Background: an optimization exercise with open tools, aiming at small area, a short achievable clock period and few clock cycles. Do not read the settings as production practice.
In this exercise RTL edits were held to simulation tests only and were not proved equivalent to the original.
Power figures rest on the tool's default switching activity, not on a simulated workload.

Design rzx50_scaler, start of the top module:
module rzx50_scaler (
    input  wire        clk,
    input  wire        rst,
    input  wire        start,
    input  wire [1:0]  geom,        
    input  wire        scale_en,
    input  wire [31:0] src_base,
    input  wire [31:0] dst_base,
    input  wire [7:0]  topskip,
    input  wire [8:0]  vinc,
    input  wire [2:0]  thr,
    output wire        busy,
    output wire        rd_req_valid,
    input  wire        rd_req_ready,
    output wire [31:0] rd_addr,
    input  wire        rd_resp_valid,
    input  wire [31:0] rd_resp_data,
    output wire        wr_valid,
    input  wire        wr_ready,
    output wire [31:0] wr_addr,
    output wire [31:0] wr_data
);
Size in the first run: ~2,600 cells after synthesis, ~420 flip-flops, about 22,000 um^2 of cells after synthesis.
==> flow/config.mk <==
export PLATFORM = sky130hd
export DESIGN_NAME = rzx50_scaler
export DESIGN_NICKNAME = rzx50_scaler
export VERILOG_FILES = /design/flow/design.v
export SDC_FILE = /design/flow/constraint.sdc
export NUM_CORES = 4
export LEC_CHECK = 0
export ABC_AREA = 1
export CAP_MARGIN = 20
export CORE_MARGIN = 2
export CORE_UTILIZATION = 40
export CTS_BUF_LIST = sky130_fd_sc_hd__clkbuf_16
export CTS_CLUSTER_DIAMETER = 80
export CTS_CLUSTER_SIZE = 24
export PLACE_DENSITY = 0.6
export SETUP_SLACK_MARGIN = 3.4
export SLEW_MARGIN = 20
==> flow/constraint.sdc <==
create_clock -name core_clock -period 6.0 [get_ports {clk}]
set_input_delay 1.2000 -clock core_clock [delete_from_list [all_inputs] [get_ports {clk}]]
set_output_delay 1.2000 -clock core_clock [all_outputs]
set_load 0.01 [all_outputs]
standard.sh (not shown) runs the stock make flow with config.mk's settings and CLKGATE_MAP_FILE= SYNTH_SCRIPT=/design/flow/synth_recipe.tcl, a recipe that flattens the netlist after the stock synthesis.
==> flow/flow/run.sh <==
#!/bin/bash
# The standard layout (the standard.sh, standard synthesis included), with
# one change: the input and output ports are buffered with buf_2 cells instead
# of the cell buffer_ports picks by default (a slow clkdlybuf4s50 delay cell).
set -euo pipefail
bash standard.sh "BUFFER_PORTS_ARGS=-buffer_cell sky130_fd_sc_hd__buf_2" finish > standard_flow.log 2>&1
Testbench counts at the start, summed over its fixed seeds: cycles 1,069,644.
Edit:
--- a/flow/design.v
+++ b/flow/design.v
@@ -98,37 +98,32 @@
         else if (!lastx)
             ra_inc = blend ? -10'd159 : 10'd1;
         else
             ra_inc = blend ? -10'd319 : -10'd159;
     end
     wire [10:0] ra_lo = {1'b0, ra[9:0]} + {1'b0, ra_inc};
-    wire        s_p1   = !p160 && !blend && !lastx;       
-    wire        s_m159 = !p160 && (blend != lastx);        
-    wire        s_m319 = !p160 && blend && lastx;          
-    wire        hi_up  = (s_p1 && (ra[9:0] == 10'd1023)) || (p160 && (ra[9:0] >= 10'd864));
-    wire        hi_dn  = (s_m159 && (ra[9:0] < 10'd159)) || (s_m319 && (ra[9:0] < 10'd319));
     wire [19:0] ra_hp = inc20(ra[29:10]);
     wire [19:0] ra_hm = dec20(ra[29:10]);
-    wire [19:0] ra_hi = hi_up ? ra_hp : hi_dn ? ra_hm : ra[29:10];
+    wire [19:0] ra_hi = (ra_lo[10] && !ra_inc[9]) ? ra_hp :
+                        (!ra_lo[10] && ra_inc[9]) ? ra_hm : ra[29:10];
     wire [29:0] ra_next = {ra_hi, ra_lo[9:0]};
     assign rd_addr      = {ra, 2'b00};
     assign rd_req_valid = rqv;
     reg  [7:0]  r_k;
-    reg         r_first;      
+    reg         r_half;
     reg         r_blend;
-    reg         r_byp;        
     reg  [31:0] a_w;          
     reg  [31:0] slot [0:D-1];    
     reg  [D-1:0] occ;         
     wire        ne      = occ[0];
     wire [31:0] resp_m  = rd_resp_data & EVEN32;
     wire [31:0] blended = {avg16(a_w[31:16], resp_m[31:16]), avg16(a_w[15:0], resp_m[15:0])} & EVEN32;
     wire [31:0] s_in    = r_blend ? blended : (r_scaled ? resp_m : rd_resp_data);
-    wire        push    = rd_resp_valid && !r_first;
+    wire        push    = rd_resp_valid && !(r_blend && !r_half);
     wire [31:0] s_byp   = r_scaled ? resp_m : rd_resp_data;
-    wire        byp_ok  = rd_resp_valid && r_byp;
+    wire        byp_ok  = rd_resp_valid && !r_blend;
     reg         w_valid;
     reg  [31:0] w_data;
     reg  [29:0] wa;
     reg  [7:0]  wc;           
     reg         col_last;     
     reg         j41, j81;     
@@ -139,15 +134,13 @@
     wire        load    = out_free && (ne || byp_ok);
     wire        pop     = load && !f_peek;
     wire        shift   = pop && ne;                  
     wire        put     = push && !(pop && !ne);      
     wire [D-1:0] occ_up = {1'b0, occ[D-1:1]};
     wire [D-1:0] occ_dn = {occ[D-2:0], 1'b1};
-    wire [D-1:0] last_full  = occ & ~occ_up;
-    wire [D-1:0] first_free = ~occ & occ_dn;
-    wire [D-1:0] take_in = shift ? last_full : first_free;    
+    wire [D-1:0] put_here = shift ? (occ & ~occ_up) : (~occ & occ_dn);
     wire [15:0] avg_x   = r_h32 ? s[31:16] : hold;
     wire [15:0] avg_o   = avg16(avg_x, s[15:0]);
     wire [15:0] o_lo    = f_lo_avg ? avg_o : f_lo_hold ? hold : s[15:0];
     wire [15:0] o_hi    = f_hi_avg ? avg_o : f_hi_lo ? s[15:0] : s[31:16];
     wire [2:0]  ph_n    = f_end ? 3'd0 : wc[2:0] + 3'd1;
     reg         n_lo_avg, n_lo_hold, n_hi_lo, n_hi_avg, n_peek, n_end;
@@ -178,16 +171,16 @@
     assign wr_valid = w_valid;
     assign wr_data  = w_data;
     assign wr_addr  = {wa, 2'b00};
     assign busy     = r_busy;
     wire        run_next   = rd_skip ? (k == 8'hFF) : (rd_run && !(issue && frame_last));
     wire        res_inc    = issue && slot_read;
-    wire [D-1:0] res_next  = pop ? (res_inc ? res : {1'b0, res[D-1:1]})
-                                 : (res_inc ? {res[D-2:0], 1'b1} : res);
-    wire [D-1:0] occ_next  = shift ? (put ? occ : occ_up)
-                                   : (put ? occ_dn : occ);
+    wire [D-1:0] res_next  = (res_inc && !pop) ? {res[D-2:0], 1'b1} :
+                             (!res_inc && pop) ? {1'b0, res[D-1:1]} : res;
+    wire [D-1:0] occ_next  = (put && !shift) ? {occ[D-2:0], 1'b1} :
+                             (!put && shift) ? {1'b0, occ[D-1:1]} : occ;
     wire        drained    = !rd_run && !rd_skip && !res[0] && out_free;
     wire        go      = !r_busy && start;
     wire        skip_end = rd_skip && (k == 8'hFF);
     always @(posedge clk) begin
         if (rst) begin
             r_busy  <= 1'b0;
@@ -276,32 +269,33 @@
         if (vph == 2'd2)
             adv_r <= (e_acc >= dh);
         if (vph == 2'd3)
             nblend_r <= r_scaled && (e_acc >= {1'b0, midh});
         if (go) begin
             r_k     <= 8'd0;
-            r_first <= cmd_scaled && (thr == 3'd0);
+            r_half  <= 1'b0;
             r_blend <= cmd_scaled && (thr == 3'd0);
-            r_byp   <= !(cmd_scaled && (thr == 3'd0));
         end else if (rd_resp_valid) begin
-            if (r_first) begin
-                a_w     <= resp_m;
-                r_first <= 1'b0;
-            end else if (r_k == 8'd159) begin
-                r_k     <= 8'd0;
-                r_first <= blend;
-                r_blend <= blend;
-                r_byp   <= !blend;
+            if (r_blend && !r_half) begin
+                a_w    <= resp_m;
+                r_half <= 1'b1;
             end else begin
-                r_k     <= r_k + 8'd1;
-                r_first <= r_blend;
+                r_half <= 1'b0;
+                if (r_k == 8'd159) begin
+                    r_k     <= 8'd0;
+                    r_blend <= blend;
+                end else begin
+                    r_k <= r_k + 8'd1;
+                end
             end
         end
         for (i = 0; i < D; i = i + 1) begin
-            if (shift || (put && first_free[i]))
-                slot[i] <= (take_in[i] || i == D - 1) ? s_in : slot[(i + 1) % D];
+            if (put && put_here[i])
+                slot[i] <= s_in;
+            else if (shift && i < D - 1)
+                slot[i] <= slot[i + 1];
         end
         if (go) begin
             wa        <= dst_base[31:2];
             wc        <= 8'd0;
             col_last  <= 1'b0;
             j41       <= 1'b0;
Sequential power increases by 5.7%. Core utilization went up by 2.0 points. Sequential share of layout area goes down by 1.1 points. Non-clock buffer count increases by 31. Synthesized cell count decreases by 5.0%. Total power grows by 13%. Design area rose by 2.2%. Via count came out higher by 1.3%. Maximum frequency goes down by 1.1%. Worst setup slack is worse by 0.027 ns.
Testbench counts after the change, summed over its fixed seeds: cycles 1,069,644.

* * *

try-maple:
rzx50_scaler, a different RTL version from the one above (not shown whole).
Size: about 2,500 cells after synthesis, about 420 flip-flops, ~220 I/O pins.
clock: 6.0 ns
lec_check: 0
abc_area: 1
cap_margin: 20
core_margin: 2
core_utilization: 40
cts_buf_list: sky130_fd_sc_hd__clkbuf_16
cts_cluster_diameter: 80
cts_cluster_size: 24
place_density: 0.6
setup_slack_margin: 3.5
slew_margin: 20
Scripts as last shown in full above: flow/flow/run.sh
Testbench counts of try-maple, summed over its fixed seeds: cycles 1,069,644.
#### Input delta (try-lagoon over try-maple)
--- a/flow/design.v
+++ b/flow/design.v
@@ -15,17 +15,17 @@
     output wire [31:0] rd_addr,
     input  wire        rd_resp_valid,
     input  wire [31:0] rd_resp_data,
     output wire        wr_valid,
     input  wire        wr_ready,
     output wire [31:0] wr_addr,
     output wire [31:0] wr_data
 );
-    parameter integer D = 6;             
+    parameter integer D = 5;             
     localparam integer CW = (D < 8) ? 3 : 4;
     localparam integer PW = (D <= 2) ? 1 : (D <= 4) ? 2 : (D <= 8) ? 3 : 4;
     localparam [31:0] EVEN32 = 32'hF7DEF7DE;
     function [15:0] avg16;
         input [15:0] a;
         input [15:0] b;
         begin
             avg16[4:0]   = {1'b0, a[4:1]}   + {1'b0, b[4:1]};
## What came out
Compared with try-maple, in try-lagoon summed instance area of the synthesized netlist lower; share of the final layout cell area in sequential cells lower; data arrival time of the critical path higher.
In the flow results for try-maple and try-lagoon, the switching power summed over all nets is larger on try-maple.
Final design instance area without fill (try-lagoon / try-maple): 0.944
Area of the core for try-lagoon is lower than for try-maple.
Between try-maple and try-lagoon, the flow reports met2 routed wirelength decreasing by a few percent.
Share of power burned in combinational logic (higher): try-maple
Going from try-maple to try-lagoon, met2 layer usage reported by global route now sits higher, total power fell by 0.48 mW, clock share of power now sits higher, final clock period utilization by the worst path went down.
The number of enable-type register cells in the synthesized netlist number comes out higher for try-maple vs try-lagoon.
Of try-maple and try-lagoon, the higher number of register bits inferred by synthesis belongs to try-maple.
Testbench counts of try-lagoon, summed over its fixed seeds: cycles 1,125,322.

==> re-timing with driven ports <==
The flow's constraints put no driver on any port. The routed layouts listed below were extracted and timed again, unchanged, in two steps.
Step 1 assumes that a clkbuf_16 drives the clock port and a buf_2 every other input.
Step 2, shift: input delay + t, output delay - t, t = (earliest + latest rising clock arrival at the registers) / 2. This alone moves slack from input paths to output paths.
Three values: no drivers, after step 1, after step 2; two values: the first two.
run | t (ns) | setup slack, ns | hold WS [ns] | worst data-port slew with drivers (ns) | cell pins on the clock port's net
the first run of note 1 | 0.637 | 3.463 / 3.409 / 2.792 | 0.464 / 0.464 / 0.464 | 0.12 | 1
the second run of note 1 | 0.639 | 3.436 / 3.430 / 2.791 | 0.474 / 0.474 / 0.474 | 0.09 | 1
try-maple | 0.628 | 3.505 / 3.442 / 2.907 | 0.476 / 0.476 / 0.476 | 0.11 | 1
try-lagoon | 0.639 | 3.514 / 3.460 / 2.878 | 0.467 / 0.467 / 0.467 | 0.11 | 1
After both steps every run listed still meets setup and hold. The setup slack of the first run of note 1, which loses most, moves by -0.054 ns with the drivers and by -0.671 ns with both steps.
